From an optimization exercise on the open Yosys and OpenROAD flow, aimed at small area, a short achievable clock period and few clock cycles; shortcuts taken in it are not production practice.
The RTL was checked by simulation tests, not by an equivalence proof against the original design.
No activity file was given, so power comes from the tool's default toggle rates.

Setup of job 3181:
==> flow/design.v (excerpt) <==
module alpide_decoder (
    input  wire        clk,
    input  wire        rst,
    input  wire        in_valid,
    output wire        in_ready,
    input  wire [1:0]  in_kind,
    input  wire [7:0]  in_data,
    output wire        out_valid,
    input  wire        out_ready,
    output wire        out_is_result,
    output wire [3:0]  hit_chip,
    output wire [5:0]  hit_region,
    output wire [9:0]  hit_dcol,
    output wire [10:0] hit_addr,
    output wire [3:0]  hit_flag,
    output wire        hit_prev_stuck,
    output wire [9:0]  hit_row,
    output wire [10:0] hit_col,
    output wire [2:0]  res_code,
    output wire        res_corrupt,
    output wire [2:0]  res_cause,
    output wire [15:0] res_pc,
    output wire [7:0]  res_byte,
    output wire [1:0]  res_remain,
    output wire [3:0]  st_chip,
    output wire [5:0]  st_region,
    output wire [3:0]  st_flags,
    output wire        st_new_event,
    output wire [3:0]  st_word_kind
);
    localparam [3:0] CHIP_ID_NONE = 4'd15;
    localparam [5:0] REGION_NONE  = 6'd32;
    localparam [3:0] K_IDLE     = 4'd0;
    localparam [3:0] K_BUSYON   = 4'd1;
    localparam [3:0] K_BUSYOFF  = 4'd2;
    localparam [3:0] K_EMPTY    = 4'd3;
    localparam [3:0] K_CHIPHDR  = 4'd4;
    localparam [3:0] K_CHIPTRL  = 4'd5;
    localparam [3:0] K_REGION   = 4'd6;
    localparam [3:0] K_DSHORT   = 4'd7;
    localparam [3:0] K_DLONG    = 4'd8;
    localparam [3:0] K_UNKNOWN  = 4'd9;
    localparam [2:0] R_SUCCESS    = 3'd0;
    localparam [2:0] R_FRAMING    = 3'd1;
    localparam [2:0] R_UNKNOWN    = 3'd2;
    localparam [2:0] R_INCOMPLETE = 3'd3;
    localparam [2:0] R_NOSTART    = 3'd4;
    localparam [2:0] R_TRUNCATED  = 3'd5;
    localparam [2:0] ST_WORD  = 3'd0;   
    localparam [2:0] ST_B2    = 3'd1;   
    localparam [2:0] ST_B3    = 3'd2;   
    localparam [2:0] ST_SKIP  = 3'd3;   
    localparam [2:0] ST_DRAIN = 3'd4;   
    reg  [2:0]  state;
    reg         in_rdy;
    reg  [3:0]  s_chip;
    reg  [5:0]  s_region;
    reg  [3:0]  s_flags;
    reg         s_new_event;
    reg  [3:0]  s_word_kind;
    reg         l_started;
    reg         l_finished;
    reg  [15:0] pc;           
    reg         pc_fresh;     
  ...
clock: 8.0 ns
lec_check: 0
cap_margin: 20
core_margin: 2
core_utilization: 60
cts_buf_list: sky130_fd_sc_hd__clkbuf_4 sky130_fd_sc_hd__clkbuf_8
cts_cluster_diameter: 100
cts_cluster_size: 40
slew_margin: 20
tns_end_percent: 10
standard.sh (not shown) runs the stock make flow with config.mk's settings and CLKGATE_MAP_FILE= SYNTH_SCRIPT=/design/flow/synth_recipe.tcl, a recipe that flattens the netlist after the stock synthesis.
==> flow/flow/run.sh <==
#!/bin/bash
# Standard ORFS layout (the standard.sh, unchanged synthesis), except that
# the port buffers that global placement inserts use the small buf_1 cell and
# the timing repair aims at a tighter setup margin.
set -euo pipefail
MARGIN=$(cat flow/margin.txt)
bash standard.sh "BUFFER_PORTS_ARGS=-buffer_cell sky130_fd_sc_hd__buf_1" "SETUP_SLACK_MARGIN=$MARGIN" finish > standard.log 2>&1
==> flow/flow/margin.txt <==
5.0
Job 3181 finished every stage and its layout cleared the timing, design-rule and antenna checks.
Testbench counts of job 3181, summed over its fixed seeds: cycles 102,851.
[inputs] job 3137 vs job 3181
Settings: TNS_END_PERCENT removed (was 10).
==> flow/flow/margin.txt <==
5.1
Notes after the runs:
Job 3137: worst slack after detailed placement 460 ps below job 3181
Job 3181 ended up with w_b0[6] as its source of the critical timing path; job 3137 ended up with in_kind[0].
Changes observed in job 3137 relative to job 3181: final wirelength climbed 270 um, DRC marker count from the first detailed-route iteration dropped 81, global-route usage climbed 0.28 points, power dissipated in the clock network climbed about 3%.
Job 3181 has completed all stages; timing, DRC and antenna checks passed.
Job 3137 finished all stages; the layout is clean.

* * *

alpide_decoder, a different RTL version from the one above (not shown whole).
Size in the first run: about 100 flip-flops, about 130 I/O pins, roughly 5600 um^2 of cells after synthesis.
==> flow/config.mk <==
export PLATFORM = sky130hd
export DESIGN_NAME = alpide_decoder
export DESIGN_NICKNAME = alpide_decoder
export VERILOG_FILES = /design/flow/design.v
export SDC_FILE = /design/flow/constraint.sdc
export NUM_CORES = 4
export LEC_CHECK = 0
export ABC_AREA = 1
export CAP_MARGIN = 20
export CORE_MARGIN = 2
export CORE_UTILIZATION = 40
export CTS_BUF_LIST = sky130_fd_sc_hd__clkbuf_4 sky130_fd_sc_hd__clkbuf_8
export CTS_CLUSTER_DIAMETER = 100
export CTS_CLUSTER_SIZE = 40
export SLEW_MARGIN = 20
==> flow/constraint.sdc <==
create_clock -name core_clock -period 8.0 [get_ports {clk}]
set_input_delay 1.6000 -clock core_clock [delete_from_list [all_inputs] [get_ports {clk}]]
set_output_delay 1.6000 -clock core_clock [all_outputs]
set_load 0.01 [all_outputs]
==> flow/flow/margin.txt <==
5.0
Scripts as last shown in full above: flow/flow/run.sh
Testbench counts at the start, summed over its fixed seeds: cycles 102,851.
Next try:
- ABC_AREA: 1 -> unset
- CORE_UTILIZATION: 40 -> 70
Result:
- global-route usage went up by 11 points
- setup slack is worse by 0.019 ns
- area after synthesis went down by 3.1%
- routed wire length went down by 14%
- flip-flop and latch count is unchanged
Next try:
==> flow/flow/margin.txt (replaced) <==
4.8
- CORE_UTILIZATION: 70 -> 40
Effect: Worst setup slack loses 0.14 ns. Register-to-register slack loses 0.25 ns. Non-clock buffer count fell by 10. Maximum frequency goes down by 4.4%. Final area fell by 1.7%.

* * *

alpide_decoder again, from the RTL that the note above started with.
==> flow/config.mk <==
export PLATFORM = sky130hd
export DESIGN_NAME = alpide_decoder
export DESIGN_NICKNAME = alpide_decoder
export VERILOG_FILES = /design/flow/design.v
export SDC_FILE = /design/flow/constraint.sdc
export NUM_CORES = 4
export LEC_CHECK = 0
export CAP_MARGIN = 20
export CORE_MARGIN = 2
export CORE_UTILIZATION = 40
export CTS_BUF_LIST = sky130_fd_sc_hd__clkbuf_8 sky130_fd_sc_hd__clkbuf_16
export CTS_CLUSTER_DIAMETER = 200
export CTS_CLUSTER_SIZE = 80
export SLEW_MARGIN = 20
==> flow/constraint.sdc <==
create_clock -name core_clock -period 8.0 [get_ports {clk}]
set_input_delay 1.6000 -clock core_clock [delete_from_list [all_inputs] [get_ports {clk}]]
set_output_delay 1.6000 -clock core_clock [all_outputs]
set_load 0.01 [all_outputs]
==> flow/flow/margin.txt <==
5.0
Scripts as last shown in full above: flow/flow/run.sh
The first run completed with no timing, DRC or antenna violations.
Testbench counts at the start, summed over its fixed seeds: cycles 102,851.
Change:
==> flow/flow/run.sh (replaced) <==
#!/bin/bash
# Standard ORFS layout (the standard.sh, unchanged synthesis), except that
# the port buffers that global placement inserts use the small buf_1 cell.
set -euo pipefail
export BUFFER_PORTS_ARGS="-buffer_cell sky130_fd_sc_hd__buf_1"
bash standard.sh > standard.log 2>&1
- CTS_BUF_LIST: sky130_fd_sc_hd__clkbuf_8 sky130_fd_sc_hd__clkbuf_16 -> sky130_fd_sc_hd__clkbuf_4 sky130_fd_sc_hd__clkbuf_8
- CTS_CLUSTER_DIAMETER: 200 -> 100
- CTS_CLUSTER_SIZE: 80 -> 40
- SETUP_SLACK_MARGIN: not set -> 5
removed: flow/flow/margin.txt
=>
- The changed run ran to the end with no violations
- power is lower by 7.8%
- sequential cell count does not change
- via count is lower by 0.65%
- sequential power is about the same
Change:
==> flow/flow/run.sh (replaced) <==
#!/bin/bash
# Standard ORFS layout (the standard.sh, unchanged synthesis), except that
# the port buffers that global placement inserts use the small buf_1 cell and
# the timing repair aims at a tighter setup margin.
set -euo pipefail
MARGIN=$(cat flow/margin.txt)
bash standard.sh "BUFFER_PORTS_ARGS=-buffer_cell sky130_fd_sc_hd__buf_1" "SETUP_SLACK_MARGIN=$MARGIN" finish > standard.log 2>&1
==> flow/flow/margin.txt (new file) <==
5.6
- SETUP_SLACK_MARGIN: 5 -> not set
After rerunning: The changed run completed with no timing, DRC or antenna violations. First-iteration DRC count went up by 34%. Routed wire length went up by 26%. Worst hold slack gains 18 ps.
Change:
==> flow/flow/margin.txt (replaced) <==
5.0
- CORE_UTILIZATION: 40 -> 60
What happened: Die area shrinks by 32%; total power went up by 3.9%; worst setup slack is better by 6.9 ps; utilization went up by 8.1 points; final area decreases by 26%.

[port drivers added, routing unchanged]
Ports are ideal in the flow. The routed layouts listed here were re-timed in OpenROAD. Step 1 (the two cells are an assumption about what drives the block):
set clk [get_ports {clk}]
set_driving_cell -lib_cell sky130_fd_sc_hd__clkbuf_16 $clk
set_driving_cell -lib_cell sky130_fd_sc_hd__buf_2 [delete_from_list [all_inputs] $clk]
Step 2, shift: input delay + t, output delay - t, t = (earliest + latest rising clock arrival at the registers) / 2. This alone moves slack from input paths to output paths. Slacks: ideal / step 1 / step 2; pairs: ideal / step 1.
| run | t, ns | slack for setup (ns) | worst register clock-pin slew, ns | worst data-port slew with drivers (ns) |
|---|---|---|---|---|
| job 3181 | 0.397 | 4.985 / 4.952 / 4.625 | 0.10 / 0.10 | 0.04 |
| job 3137 | 0.386 | 5.084 / 5.080 / 4.694 | 0.11 / 0.11 | 0.05 |
| the first run of note 2 | 0.414 | 5.067 / 5.031 / 4.728 | 0.10 / 0.10 | 0.06 |
| the second run of note 2 | 0.399 | 5.049 / 5.053 / 4.662 | 0.10 / 0.10 | 0.03 |
| the third run of note 2 | 0.404 | 4.914 / 4.884 / 4.520 | 0.10 / 0.10 | 0.04 |
| the first run of note 3 | 0.386 | 4.955 / 4.972 / 4.586 | 0.07 / 0.07 | 0.03 |
| the second run of note 3 | 0.410 | 5.000 / 5.010 / 4.600 | 0.11 / 0.11 | 0.03 |
| the third run of note 3 | 0.426 | 5.072 / 5.068 / 4.642 | 0.11 / 0.11 | 0.05 |
| the fourth run of note 3 | 0.394 | 5.079 / 5.048 / 4.700 | 0.10 / 0.10 | 0.04 |
After both steps every run listed still meets setup and hold. For the third run of note 3, which loses most, drivers alone change the setup slack by -0.004 ns; drivers and shift together by -0.430 ns.
